This design comes from an exercise in tuning for small area on the open sky130 flow, not from production work. Only simulation tests tie the RTL to the original design; equivalence was not proved. No activity file was given, so power comes from the tool's default toggle rates.

==> flow/design.v <==
module pocsag_rx (
    input  wire        clk,
    input  wire        rst,         
    input  wire [15:0] thresh,      
    input  wire        parity_en,   
    input  wire        in_valid,
    input  wire        in_bit,
    output wire        out_valid,
    output wire [1:0]  out_kind,
    output wire [22:0] out_data
);
    localparam [31:0] SYNC_CW = 32'h7CD215D8;
    localparam [31:0] IDLE_CW = 32'h7A89C197;
    function [9:0] xpow;
        input integer e;
        integer i;
        reg [9:0] r;
        begin
            r = 10'd1;
            for (i = 0; i < e; i = i + 1)
                r = r[9] ? ({r[8:0], 1'b0} ^ 10'h369) : {r[8:0], 1'b0};
            xpow = r;
        end
    endfunction
    reg  [30:0] win;
    reg  [8:0]  cnt;        
    reg         in_batch;
    reg         par;        
    reg  [21:0] stg;        
    wire [31:0] wn = {win, in_bit};
    wire th_z = (thresh[9:0] == 10'd0);
    wire sc1, sc2;
    pocsag_fa u_sc1 (.a(wn[3]), .b(wn[4]), .c(wn[6]), .s(sc1), .co(sc2));
    wire sc3, sc4;
    pocsag_fa u_sc3 (.a(wn[7]), .b(wn[8]), .c(wn[10]), .s(sc3), .co(sc4));
    wire sc5, sc6;
    pocsag_fa u_sc5 (.a(wn[12]), .b(wn[17]), .c(wn[20]), .s(sc5), .co(sc6));
    wire sc7, sc8;
    pocsag_fa u_sc7 (.a(wn[22]), .b(wn[23]), .c(wn[26]), .s(sc7), .co(sc8));
    wire sc9, sc10;
    pocsag_fa u_sc9 (.a(wn[27]), .b(wn[28]), .c(wn[29]), .s(sc9), .co(sc10));
    wire sc11, sc12;
    pocsag_fa u_sc11 (.a(wn[30]), .b(th_z), .c(sc1), .s(sc11), .co(sc12));
    wire sc13, sc14;
    pocsag_fa u_sc13 (.a(sc3), .b(sc5), .c(sc7), .s(sc13), .co(sc14));
    wire sc15, sc16;
    pocsag_fa u_sc15 (.a(sc9), .b(sc11), .c(sc13), .s(sc15), .co(sc16));
    wire sc17, sc18;
    pocsag_fa u_sc17 (.a(wn[0]), .b(wn[1]), .c(wn[2]), .s(sc17), .co(sc18));
    wire sc19, sc20;
    pocsag_fa u_sc19 (.a(wn[5]), .b(wn[9]), .c(wn[11]), .s(sc19), .co(sc20));
    wire sc21, sc22;
    pocsag_fa u_sc21 (.a(wn[13]), .b(wn[14]), .c(wn[15]), .s(sc21), .co(sc22));
    wire sc23, sc24;
    pocsag_fa u_sc23 (.a(wn[16]), .b(wn[18]), .c(wn[19]), .s(sc23), .co(sc24));
    wire sc25, sc26;
    pocsag_fa u_sc25 (.a(wn[21]), .b(wn[24]), .c(wn[25]), .s(sc25), .co(sc26));
    wire sc27, sc28;
    pocsag_fa u_sc27 (.a(wn[31]), .b(sc17), .c(sc19), .s(sc27), .co(sc28));
    wire sc29, sc30;
    pocsag_fa u_sc29 (.a(sc21), .b(sc23), .c(sc25), .s(sc29), .co(sc30));
    wire sc31, sc32;
    pocsag_fa u_sc31 (.a(~sc15), .b(sc27), .c(sc29), .s(sc31), .co(sc32));
    wire sc33, sc34;
    pocsag_fa u_sc33 (.a(sc2), .b(sc4), .c(sc6), .s(sc33), .co(sc34));
    wire sc35, sc36;
    pocsag_fa u_sc35 (.a(sc8), .b(sc10), .c(sc12), .s(sc35), .co(sc36));
    wire sc37, sc38;
    pocsag_fa u_sc37 (.a(sc14), .b(sc16), .c(sc33), .s(sc37), .co(sc38));
    wire sc39, sc40;
    pocsag_fa u_sc39 (.a(sc18), .b(sc20), .c(sc22), .s(sc39), .co(sc40));
    wire sc41, sc42;
    pocsag_fa u_sc41 (.a(sc24), .b(sc26), .c(sc28), .s(sc41), .co(sc42));
    wire sc43, sc44;
    pocsag_fa u_sc43 (.a(sc30), .b(sc32), .c(sc39), .s(sc43), .co(sc44));
    wire sc45, sc46;
    pocsag_fa u_sc45 (.a(sc35), .b(sc37), .c(~sc41), .s(sc45), .co(sc46));
    wire sc47, sc48;
    pocsag_ha u_sc47 (.a(sc45), .b(~sc43), .s(sc47), .co(sc48));
    wire sc49, sc50;
    pocsag_fa u_sc49 (.a(sc34), .b(sc36), .c(sc38), .s(sc49), .co(sc50));
    wire sc51, sc52;
    pocsag_fa u_sc51 (.a(sc46), .b(sc48), .c(sc49), .s(sc51), .co(sc52));
    wire sc53, sc54;
    pocsag_fa u_sc53 (.a(sc40), .b(sc42), .c(sc44), .s(sc53), .co(sc54));
    wire sc55, sc56;
    pocsag_ha u_sc55 (.a(sc51), .b(~sc53), .s(sc55), .co(sc56));
    wire sc57, sc58;
    pocsag_fa u_sc57 (.a(sc50), .b(sc52), .c(sc56), .s(sc57), .co(sc58));
    wire sc59, sc60;
    pocsag_ha u_sc59 (.a(sc57), .b(~sc54), .s(sc59), .co(sc60));
    wire sc61, sc62;
    pocsag_ha u_sc61 (.a(sc58), .b(sc60), .s(sc61), .co(sc62));
    wire [5:0] sync_sum = {sc62, sc61, sc59, sc55, sc47, ~sc31};
    wire [6:0] gtc;
    assign gtc[0] = 1'b0;
    genvar gi;
    generate
        for (gi = 0; gi < 6; gi = gi + 1) begin : g_gt
            pocsag_gtc u_gtc (.a(sync_sum[gi]), .b(thresh[10 + gi]), .c(gtc[gi]), .co(gtc[gi + 1]));
        end
    endgenerate
    wire window_full = (cnt[4:0] == 5'd31);
    wire qualifies   = window_full && gtc[6];
    wire cw_end      = in_valid && in_batch && window_full;
    wire batch_done  = cw_end && (cnt[8:5] == 4'd15);
    wire cw_start    = (cnt[4:0] == 5'd0);
    wire [9:0] lf    = win[9:0];
    wire [9:0] lf_in = cw_start ? 10'd0 : lf;
    wire [9:0] lf_nx = lf_in[9] ? ({lf_in[8:0], in_bit} ^ 10'h369) : {lf_in[8:0], in_bit};
    always @(posedge clk) begin
        if (in_valid) begin
            win[9:0] <= in_batch ? lf_nx : wn[9:0];
            if (!in_batch || cnt[4:0] <= 5'd20)
                win[30:10] <= {win[29:10], in_batch ? in_bit : win[9]};
            par <= (par & ~cw_start) ^ in_bit;
        end
        if (rst) begin
            cnt      <= 9'd0;
            in_batch <= 1'b0;
        end else if (in_valid) begin
            if (!in_batch && qualifies) begin
                in_batch <= 1'b1;
                cnt      <= 9'd0;
            end else begin
                if (in_batch || !window_full)
                    cnt <= cnt + 9'd1;
                if (batch_done)
                    in_batch <= 1'b0;
            end
        end
    end
    reg  [31:11] cfix;
    reg          anym;
    integer p;
    always @* begin
        cfix = win[30:10];
        anym = 1'b0;
        for (p = 11; p <= 30; p = p + 1)
            if (lf == xpow(p - 1)) begin
                cfix[p] = ~win[p - 1];
                anym    = 1'b1;
            end
    end
    wire c_ok   = (lf == 10'd0) | anym;
    wire c_par  = par ^ in_bit ^ anym;
    wire c_val  = c_ok & ~(parity_en & c_par);
    wire c_idle = (cfix == IDLE_CW[31:11]) & (in_bit == IDLE_CW[0]);
    always @(posedge clk)
        if (cw_end)
            stg <= {c_val & cfix[31], c_val & ~cfix[31] & ~c_idle, cfix[30:11]};
    reg  [21:0] rg [0:14];
    reg  [3:0]  q;
    wire [3:0]  wslot = (cnt[8:5] == 4'd15) ? 4'd0 : cnt[8:5];
    wire [21:0] ring_in = (q == wslot) ? stg : rg[14];
    integer s;
    always @(posedge clk) begin
        rg[0] <= ring_in;
        for (s = 1; s < 15; s = s + 1)
            rg[s] <= rg[s-1];
    end
    always @(posedge clk) begin
        if (rst)
            q <= 4'd0;
        else if (!batch_done)
            q <= (q == 4'd14) ? 4'd0 : q + 4'd1;
    end
    localparam [1:0] R_IDLE = 2'd0, R_CW = 2'd1, R_SER = 2'd2, R_END = 2'd3;
    reg  [1:0]  rs;
    reg  [3:0]  rk;         
    reg         active;     
    reg  [4:0]  st;         
    reg  [6:0]  c7;         
    wire [21:0] rw     = rg[14];
    wire [3:0]  rslot  = (rk == 4'd15) ? 4'd0 : rk;
    wire        rsel   = (rs == R_CW) && (q == rslot);
    wire        r_msg  = rw[21];
    wire        r_addr = rw[20];
    reg  [19:0] diag;
    integer t;
    always @* begin
        for (t = 0; t < 20; t = t + 1)
            diag[t] = rg[t % 15][19 - t];
    end
    wire        sbit = diag[st];
    always @(posedge clk)
        st <= (rs == R_SER) ? st + 5'd1 : 5'd0;
    always @(posedge clk) begin
        if (rst) begin
            rs <= R_IDLE;
        end else begin
            case (rs)
                R_IDLE: begin
                    if (batch_done) begin
                        rs     <= R_CW;
                        rk     <= 4'd0;
                        active <= 1'b0;
                    end
                end
                R_CW: begin
                    if (rsel) begin
                        active <= r_addr | (r_msg & active);
                        if (r_addr)
                            c7 <= 7'd1;
                        if (r_msg && active)
                            rs <= R_SER;
                        else if (rk == 4'd15)
                            rs <= R_END;
                        else
                            rk <= rk + 4'd1;
                    end
                end
                R_SER: begin
                    c7 <= c7[6] ? 7'd1 : {c7[5:0], sbit};
                    if (st == 5'd19) begin
                        if (rk == 4'd15)
                            rs <= R_END;
                        else begin
                            rk <= rk + 4'd1;
                            rs <= R_CW;
                        end
                    end
                end
                R_END: rs <= R_IDLE;
            endcase
        end
    end
    wire is_page = rsel & r_addr;
    wire is_char = (rs == R_SER) & c7[6];
    wire is_bend = (rs == R_END);
    assign out_valid = is_page | is_char | is_bend;
    assign out_kind  = {is_bend, is_char};
    assign out_data  = is_page ? {rw[1:0], rw[19:2], rk[3:1]}
                     : is_char ? {16'd0, sbit, c7[0], c7[1], c7[2], c7[3], c7[4], c7[5]}
                     : 23'd0;
endmodule
module pocsag_fa (
    input  wire a,
    input  wire b,
    input  wire c,
    output wire s,
    output wire co
);
    assign s  = a ^ b ^ c;
    assign co = (a & b) | (a & c) | (b & c);
endmodule
module pocsag_ha (
    input  wire a,
    input  wire b,
    output wire s,
    output wire co
);
    assign s  = a ^ b;
    assign co = a & b;
endmodule
module pocsag_gtc (
    input  wire a,
    input  wire b,
    input  wire c,
    output wire co
);
    assign co = (a & ~b) | (a & c) | (~b & c);
endmodule
==> flow/flow/run.sh <==
#!/bin/bash
# The standard layout (standard.sh) with three changes to how it is made:
#  - synthesis maps logic with an area-oriented ABC script (flow/abc_speed.script),
#    run from a private copy of the ORFS scripts; registers are mapped as usual;
#  - clock tree: no dummy loads, clkbuf_4 sink clusters under a clkbuf_16 root;
#  - the port buffers are buf_1.
# Each tool's output goes to standard.log and ORFS's own logs under orfs/logs.
set -euo pipefail
here=$(pwd)
rm -rf "$here/scripts"
cp -r "$FLOW_HOME/scripts" "$here/scripts"
cp "$here/flow/abc_speed.script" "$here/scripts/abc_speed.script"
export CTS_ARGS="-sink_clustering_enable -repair_clock_nets -dont_use_dummy_load -root_buf sky130_fd_sc_hd__clkbuf_8 -buf_list {sky130_fd_sc_hd__clkbuf_4 sky130_fd_sc_hd__clkbuf_8} -sink_clustering_buffer sky130_fd_sc_hd__clkbuf_4 -sink_clustering_size 10 -sink_clustering_max_diameter 50"
export BUFFER_PORTS_ARGS="-buffer_cell sky130_fd_sc_hd__buf_1"
bash standard.sh SCRIPTS_DIR="$here/scripts" finish > standard.log 2>&1
==> flow/flow/abc_speed.script <==
strash
dc2
dch
amap
topo
dnsize -c
==> flow/standard.sh <==
#!/bin/bash
# synth_recipe.tcl (not shown) runs the flow's synth.tcl, then flattens the netlist and writes it again
# the make line also repeats each setting of config.mk as NAME=value (left out here)
make -C /OpenROAD-flow-scripts/flow DESIGN_CONFIG=/design/flow/config.mk WORK_HOME=/design/flow/orfs CLKGATE_MAP_FILE= SYNTH_SCRIPT=/design/flow/synth_recipe.tcl "${@:-finish}"
==> flow/config.mk <==
export PLATFORM = sky130hd
export DESIGN_NAME = pocsag_rx
export DESIGN_NICKNAME = pocsag_rx
export VERILOG_FILES = /design/flow/design.v
export SDC_FILE = /design/flow/constraint.sdc
export NUM_CORES = 4
export LEC_CHECK = 0
export CAP_MARGIN = 0
export CORE_MARGIN = 2
export CORE_UTILIZATION = 40
export PLACE_DENSITY = 0.6
export SLEW_MARGIN = 0
export SYNTH_HIERARCHICAL = 1
==> flow/constraint.sdc <==
create_clock -name core_clock -period 10.0 [get_ports {clk}]
set_input_delay 2.0000 -clock core_clock [delete_from_list [all_inputs] [get_ports {clk}]]
set_output_delay 2.0000 -clock core_clock [all_outputs]
set_load 0.01 [all_outputs]
==> results of run 1 <==
[placed cells by master (no fill, tap or decap), types with 22 or more instances in the layout]
cell	n
edfxtp_1	66
buf_1	46
dfxtp_1	351
o22a_1	22
nor2_1	77
clkinv_1	62
nor2b_1	23
fa_1	27
a21oi_1	28
clkbuf_4	45
nand2_1	39
[per-module statistics from Yosys, one instance, submodules excluded]
module      cell area [um2]  times used  cells inside
pocsag_gtc             12.5           6             3
pocsag_fa              20.0          27             1
pocsag_ha              12.5           4             1
pocsag_rx             11200           1           816
[per-layer routing]
| layer | GRT usage | vias to the layer above |
|---|---|---|
| met3 | 0.0308 | 49 |
| met4 | 0.0527 | 0 |
| met5 | 0 | - |
| li1 | - | 3180 |
| met2 | 0.216 | 144 |
| met1 | 0.185 | 3014 |
[per-stage QoR]
step                utilization  hold slack [ns]
global placement          0.427            0.310
floorplan                     -            0.310
detailed placement        0.427            0.312
global route              0.441            0.313
finish                    0.441            0.304
CTS                       0.441            0.312
[registers in the layout, indices dropped and copies added (netlist names)]
name / count
par: 1
rg: 330
win: 31
rs: 2
q: 4
in_batch: 1
stg: 22
st: 5
c7: 7
rk: 4
active: 1
cnt: 9
[power groups by stage]
| stage | clock network [W] | logic [W] | registers (W) |
|---|---|---|---|
| after floorplan | 0 | 0.000310 | 0.00202 |
| after global placement | 0 | 0.000382 | 0.00205 |
| after detailed placement | 0 | 0.000397 | 0.00206 |
| after CTS | 0.000768 | 0.000402 | 0.00202 |
| after global routing | 0.000840 | 0.000474 | 0.00204 |
| final | 0.000725 | 0.000391 | 0.00201 |
[cell type report]
cell class / count / area [um2]
Clock buffer: 50 / 407
Sequential cell: 417 / 9010
Inverter: 62 / 233
Timing Repair Buffer: 49 / 195
Tap cell: 390 / 488
Antenna cell: 1 / 2.50
Multi-Input combinational cell: 385 / 2660
Fill cell: 2733 / 16500
[worst max-delay path, stage by stage]
cell and delay (ns):
buf_1 0.06, or4_1 0.51, nor4_1 0.44, fa_1 0.52, fa_1 0.54, clkinv_1 0.09
fa_1 0.44, fa_1 0.54, clkinv_1 0.07, ha_1 0.19, fa_1 0.47, ha_1 0.22
fa_1 0.43, ha_1 0.31, nand2_1 0.05, a21oi_1 0.19, nand2_1 0.07, a21oi_1 0.18
nand2_1 0.07, a21oi_1 0.25, a21oi_1 0.18, nor2_1 0.17, nand2_1 0.08, nor4_1 0.36
nand3_1 0.16, a21oi_1 0.17, nor2_1 0.05
[cell usage after synthesis (14+ instances only)]
cell type	n
fa_1	27
o22a_1	22
dfxtp_1	351
edfxtp_1	66
a21oi_1	28
nor2b_1	23
clkinv_1	62
nor2_1	77
nor4_1	19
nand2_1	39
ha_1	14
nor3_1	20
nand4_1	16
o21ai_0	14
[how the worst max path moves through the flow]
stage	start	cells past startpoint	slack, ns	to
floorplan	thresh[3]	27	1.78	cnt[7]
global placement	thresh[3]	27	1.18	cnt[8]
detailed placement	thresh[3]	27	1.0	cnt[8]
CTS	thresh[3]	27	1.52	cnt[8]
global route	thresh[3]	28	0.83	cnt[8]
finish	thresh[3]	27	1.57	cnt[8]
[cells by family after synthesis]
family,count (synthesis)
adder cells (fa/ha/maj),41
XOR/XNOR,11
other,1
buffers and inverters,64
AND/OR/NAND/NOR,218
flip-flops,417
AO/OA/AOI/OAI,113
==> reports/qor.yml, run 1 <==
ys_warn_count: 8
drtPass1Iterations: 5
switching_share: 0.246
synth_fa_ha_area_frac: 0.0601
cp_max_fo: 4
yosysTopAreaCell: "dfxtp_1"
die_x_um: 176
yosys-top-cells-area: "dfxtp_1 59%, edfxtp_1 17%, fa_1 4.5%"
maxSlewHeadroom: 0.260
switchingPower_w: 0.000771
endpoint_kind: "flop"
hold_depth: 0
route.met3.wl_um: 872
wl_um: 20100
io_buffers: 46
ys.flop_type: "dfxtp_1"
worst_r2r_endpoint: "cnt[8]"
syn_area_um2: 11900
grt_pass1_wl_um: 33100
synth_edf_count: 66
wire_per_inst_um: 14.8
ys_ff_latch: 417
synth_xor_area_frac: 0.00810
async_flop_share: 0
cts_tree: "done"
gp_congestion: 0.866
postCtsSetupBuffers: 0
internal_power_w: 0.00236
cap_violations: 0
hp-start: "rg[9][8]"
critPathLaunchType: "input port"
instances_no_fill: 1354
fin_crit_sh: 0.843
post-place-cells: 1303
layout_setup_ws_ns: 1.57
holdPathEnd: "rg[10][8]"
r2r_cells: 25
finClkSkew_ns: 0.0411
syn_to_final_growth_pct: 9.18
dieHeight_um: 176
powerDensity_nw_per_um2: 241
dr.max_layer_used: "met4"
dr.first_iter.drc_count: 430
cts.sinks: 417
routed-wl-met2_um: 9140
place_ws_ns: 0.995
cts_max_path_buffers: 3
vias: 6387
syn_inst: 865
grt_max_degree: 25
cts_hold_buf: 0
hp-class: "reg -> reg"
rows: 63
drv_slew: 0
cts_buffers: 50
root_buffer: "clkbuf_8"
p_comb_frac: 0.125
power_w: 0.00313
ant_nets: 0
synth_mux_area_frac: 0
dpl.hpwl_um: 14300
ir_worst_vdd_uv: 299
p_leak_nw: 4.88
place_area_um2: 12600
drc_errors: 0
grt_overflow: 0
synthDistinctLibCells: 39
post_cts_resized: 0
fmax_mhz: 119
syn_area_per_cell_um2: 13.8
antenna_found_initial: 1
synthSimpleGateAreaFrac: 0.0879
nNetsFinal: 1027
htreeDepth: 2
drive_above_1_share: 0.0571
synth_top_family_by_area: "simple AND/OR/NAND/NOR gates"
seqPwrFrac: 0.643
grt_setup_unrepaired: "no"
wl_met1_um: 9470
yosysSeqAreaShare: 0.757
fin_area_um2: 13000
start_util: 0.404
pwr-share-clk: 0.232
hold_viol: 0
grt_pass1_vias: 6357
min_period_ns: 8.43
die-area_um2: 31100
worst_pin_slew_ns: 1.10
finalSetupTns_ns: 0
clk_pin_slew_ns: 0.09
coreArea_um2: 29500
clk_latency_ns: 0.54
crit_type: "in -> reg"
crit_required_ns: 10.39
grt_util_all_layers: 0.137
r2r_start: "win[6]"
synth_top_cell_area_share: 0.590
final-setup-viol-count: 0
synth_compound_area_frac: 0.0658
viasPerCell: 4.72
status: "finished clean"
r2r_slack_ns: 2.96
critPathArrivalTime_ns: 8.83
io_pins: 47
==> inputs of run 2 (changes only) <==
--- a/flow/design.v
+++ b/flow/design.v
@@ -231,5 +231,5 @@
     assign out_valid = is_page | is_char | is_bend;
-    assign out_kind  = {is_bend, is_char};
-    assign out_data  = is_page ? {rw[1:0], rw[19:2], rk[3:1]}
-                     : is_char ? {16'd0, sbit, c7[0], c7[1], c7[2], c7[3], c7[4], c7[5]}
+    assign out_kind  = {rs == R_END, rs == R_SER};
+    assign out_data  = (rs == R_CW)  ? {rw[1:0], rw[19:2], rk[3:1]}
+                     : (rs == R_SER) ? {16'd0, sbit, c7[0], c7[1], c7[2], c7[3], c7[4], c7[5]}
                      : 23'd0;
==> run 2 against run 1 <==
First-iteration DRC count increased by 7.2%. Global-route usage decreased by 0.085 points. Die area decreased by 0.13%. Setup slack improved by 0.19 ns. Synthesized cell count decreased by 0.81%. Wire length increased by 0.33%. Final cell count decreased by 0.59%. Non-clock buffer count unchanged. Area after synthesis decreased by 0.14%. Power increased by 0.84%. Critical path depth unchanged. Clock power about the same.
==> reports/qor.yml, run 2 <==
ir_worst_vdd_uv: 231
max_stage_delay_ns: 0.52
synth_top_cell_area_share: 0.591
die-area_um2: 31100
grt_overflow: 0
gp_congestion: 0.889
grt_max_degree: 27
path_common_cell: "fa_1"
powerDensity_nw_per_um2: 243
cap_violations: 0
grt_setup_unrepaired: "no"
syn_inst: 858
crit_required_ns: 10.41
yosysSeqAreaShare: 0.758
ys.flop_type: "dfxtp_1"
largest_reg_flops: 330
grt_util_all_layers: 0.136
syn_to_final_growth_pct: 9.17
layout_setup_ws_ns: 1.75
async_flop_share: 0
yosysTopAreaCell: "dfxtp_1"
antenna_cells: 0
synth.most_common_cell: "dfxtp_1"
finalSetupTns_ns: 0
worst_r2r_endpoint: "cnt[8]"
utilization: 0.440
r2r_cells: 25
drc_errors: 0
min_period_ns: 8.25
syn_area_per_cell_um2: 13.9
fin_crit_sh: 0.825
io_pins: 47
io_buffers: 46
crit_type: "in -> reg"
root_buffer: "clkbuf_8"
post-place-cells: 1297
final_cell_mix: "351 x dfxtp_1, 76 x nor2_1, 66 x edfxtp_1"
critPathLaunchType: "input port"
hold_viol: 0
slowest_stage: "fa_1"
die_x_um: 176
status: "finished clean"
start_util: 0.403
startpoint: "thresh[3]"
grt_pass1_vias: 6268
drive_above_1_share: 0.0565
clk_latency_ns: 0.56
r2r_slack_ns: 3.02
synth_edf_count: 66
viasPerCell: 4.71
critPathCapture: "cnt[8]"
cts_tree: "done"
largest-register: "rg"
syn_area_um2: 11900
drtPass1Iterations: 5
fill_cells: 2673
maxSlewHeadroom: 0.294
rows: 63
hp-class: "reg -> reg"
drv_slew: 0
postCtsSetupBuffers: 0
coreArea_um2: 29500
cts.sinks: 417
cts_max_path_buffers: 3
largestRegisters: "rg x330, win x31, stg x22"
dpl.hpwl_um: 14200
post_cts_resized: 0
ys_warn_count: 8
nNetsFinal: 1020
instances_no_fill: 1346
critPathArrivalTime_ns: 8.66
dr.first_iter.drc_count: 461
clk_pin_slew_ns: 0.10
yosys-top-cells-area: "dfxtp_1 59%, edfxtp_1 17%, fa_1 4.5%"
antenna_found_initial: 0
p_leak_nw: 4.88
final-setup-viol-count: 0
fmax_mhz: 121
synthDistinctLibCells: 40
cp_max_fo: 4
wl_um: 20200
ant_nets: 0
cts_buffers: 49
htreeDepth: 2
layout_commonest_cell: "dfxtp_1"
synth_common_cells: "351 x dfxtp_1, 76 x nor2_1, 66 x edfxtp_1"
worst_pin_slew_ns: 1.05
endpoint_kind: "flop"
r2r_start: "win[6]"
vias: 6334
place_ws_ns: 1.14
cts_hold_buf: 0
grt_pass1_wl_um: 32900
ys_ff_latch: 417
dieHeight_um: 176
wire_per_inst_um: 15.0
finClkSkew_ns: 0.0653
-- run 2: Yosys stat by module (local to each module, per instance) --
module      copies in the design  cells
pocsag_rx                      1    809
pocsag_fa                     27      1
pocsag_gtc                     6      3
pocsag_ha                      4      1
-- run 2: per-layer routing --
metal	global-route usage	share of wire	up-vias
met4	0.0599	0.036	0
met1	0.182	0.47	2979
met3	0.0319	0.046	47
li1	-	-	3152
met5	0	0	-
met2	0.212	0.45	156
-- run 2: how the worst min path moves through the flow --
stage / startpoint / to / slack [ns] / depth (start not counted)
2_1_floorplan: rg[9][0] / rg[10][0] / 0.31 / 0
3_3_place_gp: rg[12][17] / rg[13][17] / 0.31 / 0
3_5_place_dp: rg[5][0] / rg[6][0] / 0.31 / 0
4_1_cts: rg[11][13] / rg[12][13] / 0.29 / 0
5_1_grt: rg[11][13] / rg[12][13] / 0.29 / 0
6_report: rg[11][13] / rg[12][13] / 0.29 / 0
-- run 2: cells by family after synthesis --
| family | count (synthesis) | synth area share |
|---|---|---|
| AO/OA/AOI/OAI | 115 | 0.0682 |
| buffers and inverters | 63 | 0.0202 |
| AND/OR/NAND/NOR | 210 | 0.0850 |
| adder cells (fa/ha/maj) | 41 | 0.0602 |
| XOR/XNOR | 11 | 0.00811 |
| flip-flops | 417 | 0.758 |
| other | 1 | 0.000316 |
-- run 2: layout make-up --
| class | count | area [um2] | share of cell area |
|---|---|---|---|
| sequential | 417 | 9010 | 0.694 |
| multi-input combinational | 379 | 2650 | 0.204 |
| tap | 390 | 488 | 0.0376 |
| clock buffer | 49 | 399 | 0.0308 |
| inverter | 62 | 233 | 0.0179 |
| timing repair buffer | 49 | 195 | 0.0150 |
-- run 2: worst max-delay path: cells and delay by family --
| family | cells | cell delay [ns] |
|---|---|---|
| AOI/OAI and AO/OA | 5 | 0.92 |
| buffers and inverters | 3 | 0.22 |
| adders and majority gates | 9 | 3.64 |
| and+or+nand+nor | 10 | 1.88 |
-- run 2: power by group --
group          total, W  switching [W]  internal [W]
Sequential      0.00201      0.0000775       0.00193
Clock          0.000727       0.000477      0.000250
Combinational  0.000420       0.000240      0.000180
Total           0.00316       0.000794       0.00236
-- run 2: metrics by stage --
stage	total power, W	hold WS [ns]	instance area [um2]
6_report	0.00316	0.291	13000
5_1_grt	0.00337	0.290	13000
4_1_cts	0.00321	0.290	13000
3_5_place_dp	0.00248	0.312	12600
3_3_place_gp	0.00246	0.310	12600
2_1_floorplan	0.00234	0.310	11900
==> inputs of run 3 (changes only) <==
--- a/flow/config.mk
+++ b/flow/config.mk
@@ -9,4 +9,4 @@
 export CORE_MARGIN = 2
-export CORE_UTILIZATION = 40
-export PLACE_DENSITY = 0.6
+export CORE_UTILIZATION = 55
+export PLACE_DENSITY = 0.7
 export SLEW_MARGIN = 0
==> run 3 against run 2 <==
Die area down 27%. Global-route usage increased by 4.6 points. Register-to-register slack is essentially flat. Worst hold slack improved by 0.017 ns. Power fell by 0.25%. Critical endpoint unchanged. Highest routed layer unchanged.
==> reports/qor.yml, run 3 <==
status: "finished clean"
grt_util_all_layers: 0.183
antenna_found_initial: 0
yosysSeqAreaShare: 0.758
internal_power_w: 0.00236
fin_area_um2: 12800
largestRegisters: "rg x330, win x31, stg x22"
finalSetupTns_ns: 0
wire_per_inst_um: 15.8
min_period_ns: 8.28
endpoint_kind: "flop"
met1_usage: 0.256
cts_hold_buf: 0
synth_top_cell_area_share: 0.591
antenna_cells: 0
dpl.hpwl_um: 13600
p_leak_nw: 4.87
post-place-cells: 1182
crit_type: "in -> reg"
syn_area_per_cell_um2: 13.9
ys.flop_type: "dfxtp_1"
critPathArrivalTime_ns: 8.69
gp_congestion: 0.888
viasPerCell: 5.17
place_ws_ns: 1.12
io_pins: 47
grt_max_degree: 27
synth.most_common_cell: "dfxtp_1"
maxSlewHeadroom: 0.413
syn_area_um2: 11900
fin_crit_sh: 0.828
grt_pass1_vias: 6197
root_buffer: "clkbuf_8"
yosys-top-cells-area: "dfxtp_1 59%, edfxtp_1 17%, fa_1 4.5%"
clk_pin_slew_ns: 0.11
synth_common_cells: "351 x dfxtp_1, 76 x nor2_1, 66 x edfxtp_1"
yosysTopAreaCell: "dfxtp_1"
grt_overflow: 0
grt_setup_unrepaired: "no"
cts_buffers: 48
instances_no_fill: 1230
dieHeight_um: 151
drtPass1Iterations: 5
p_comb_frac: 0.132
ys_ff_latch: 417
fill_cells: 1680
pwr-share-clk: 0.229
drive_above_1_share: 0.0555
synthDistinctLibCells: 40
grt.busiest_layer: "met2"
synth_edf_count: 66
critPathLaunchType: "input port"
largest-register: "rg"
seqPwrFrac: 0.639
rows: 53
wl_um: 19500
crit_required_ns: 10.41
hold_viol: 0
cts_tree: "done"
start_util: 0.564
layout_commonest_cell: "dfxtp_1"
hold_depth: 0
grt_pass1_wl_um: 31900
htreeDepth: 2
async_flop_share: 0
die-area_um2: 22800
powerDensity_nw_per_um2: 246
hp-class: "reg -> reg"
nNetsFinal: 1019
r2r_cells: 25
die_x_um: 151
place_area_um2: 12400
drv_slew: 0
ys_warn_count: 8
cts.sinks: 417
final_cell_mix: "351 x dfxtp_1, 76 x nor2_1, 66 x edfxtp_1"
postCtsSetupBuffers: 0
largest_reg_flops: 330
fmax_mhz: 121
finClkSkew_ns: 0.0313
final-setup-viol-count: 0
dr.first_iter.drc_count: 409
syn_inst: 858
ant_nets: 0
cp_max_fo: 4
drc_errors: 0
layout_setup_ws_ns: 1.72
syn_to_final_growth_pct: 7.90
use_met3: 0.0358
worst_pin_slew_ns: 0.873
post_cts_resized: 0
cts_max_path_buffers: 3
coreArea_um2: 21100
ir_worst_vdd_uv: 244
vias: 6363
cap_violations: 0
switching_share: 0.252
io_buffers: 46
switchingPower_w: 0.000793
clk_latency_ns: 0.55
grtUsageMet2: 0.287
[run 3: cell counts after synthesis]
No cell type changed its count.
[run 3: worst paths after layout]
| check | from | endpoint | slack (ns) |
|---|---|---|---|
| worst max-delay path | thresh[3] | cnt[8] | 1.72 |
| worst min-delay path | rg[0][20] | rg[1][20] | 0.31 |
| worst max register to register | win[6] | cnt[8] | 3.02 |
| worst min register to register | rg[0][20] | rg[1][20] | 0.31 |
[run 3: power groups by stage]
stage / logic, W / registers [W] / clock network [W]
global placement: 0.000406 / 0.00204 / 0
CTS: 0.000427 / 0.00202 / 0.000752
detailed placement: 0.000422 / 0.00205 / 0
floorplan: 0.000329 / 0.00201 / 0
global route: 0.000502 / 0.00204 / 0.000816
finish: 0.000416 / 0.00201 / 0.000719
[run 3: worst max-delay path, stage by stage]
cell and delay [ns]:
buf_1 0.06, or4_1 0.50, nor4_1 0.38, fa_1 0.51, fa_1 0.52, clkinv_1 0.08, fa_1 0.44, fa_1 0.53
clkinv_1 0.07, ha_1 0.20, fa_1 0.47, ha_1 0.22, fa_1 0.44, ha_1 0.31, nand2_1 0.05, a21oi_1 0.18
nand2_1 0.07, a21oi_1 0.19, nand2_1 0.08, a21oi_1 0.23, a21oi_1 0.16, nor2_1 0.16, nand2_1 0.08, nor4_1 0.36
nand3_1 0.16, a21oi_1 0.17, nor2_1 0.05
[run 3: Yosys stat by module, one instance, submodules excluded]
module | cells inside | copies in the design
pocsag_fa | 1 | 27
pocsag_gtc | 3 | 6
pocsag_rx | 809 | 1
pocsag_ha | 1 | 4
[run 3: cell families after synthesis]
kind of cell,count (synthesis),share of synthesized area
AO/OA/AOI/OAI,115,0.0682
buffers and inverters,63,0.0202
adder cells (fa/ha/maj),41,0.0602
AND/OR/NAND/NOR,210,0.0850
other,1,0.000316
flip-flops,417,0.758
XOR/XNOR,11,0.00811
[run 3: per-layer routing]
layer | wire (um) | vias to the layer above
met3 | 912 | 44
met5 | 0 | -
li1 | - | 3151
met2 | 8850 | 176
met1 | 9260 | 2992
met4 | 471 | 0
[run 3: final cells by class]
class / count / area [um2] / area share
Sequential cell: 417 / 9010 / 0.703
Multi-Input combinational cell: 379 / 2650 / 0.207
Tap cell: 275 / 344 / 0.0268
Timing Repair Buffer: 49 / 195 / 0.0152
Inverter: 62 / 233 / 0.0181
Clock buffer: 48 / 392 / 0.0305
[run 3: through the flow]
stage | power [W] | hold slack (ns) | util
finish | 0.00315 | 0.308 | 0.608
global route | 0.00335 | 0.300 | 0.608
CTS | 0.00320 | 0.312 | 0.608
detailed placement | 0.00247 | 0.312 | 0.590
global placement | 0.00245 | 0.310 | 0.590
floorplan | 0.00234 | 0.310 | -

## static timing again, ports no longer ideal
The results above use ideal ports. As a check the final layouts listed here were re-extracted and re-timed, cells and wires unchanged.
Step 1 assumes that a clkbuf_16 drives the clock port and a buf_2 every other input.
Step 2, shift: input delay + t, output delay - t, t = (earliest + latest rising clock arrival at the registers) / 2. This alone moves slack from input paths to output paths.
Three values: no drivers, after step 1, after step 2; two values: the first two.
run | t, ns | setup WS [ns] | worst hold slack (ns) | worst register clock-pin slew, ns | pins driven straight from the clock port
run 1 | 0.557 | 1.565 / 1.583 / 1.026 | 0.304 / 0.304 / 0.304 | 0.10 / 0.10 | 1
run 2 | 0.575 | 1.755 / 1.777 / 1.202 | 0.291 / 0.291 / 0.291 | 0.10 / 0.10 | 1
run 3 | 0.572 | 1.724 / 1.740 / 1.168 | 0.308 / 0.308 / 0.308 | 0.11 / 0.11 | 1
After both steps setup and hold are still met in every run listed. For run 3, which loses most, drivers alone change the setup slack by +0.016 ns; drivers and shift together by -0.556 ns.
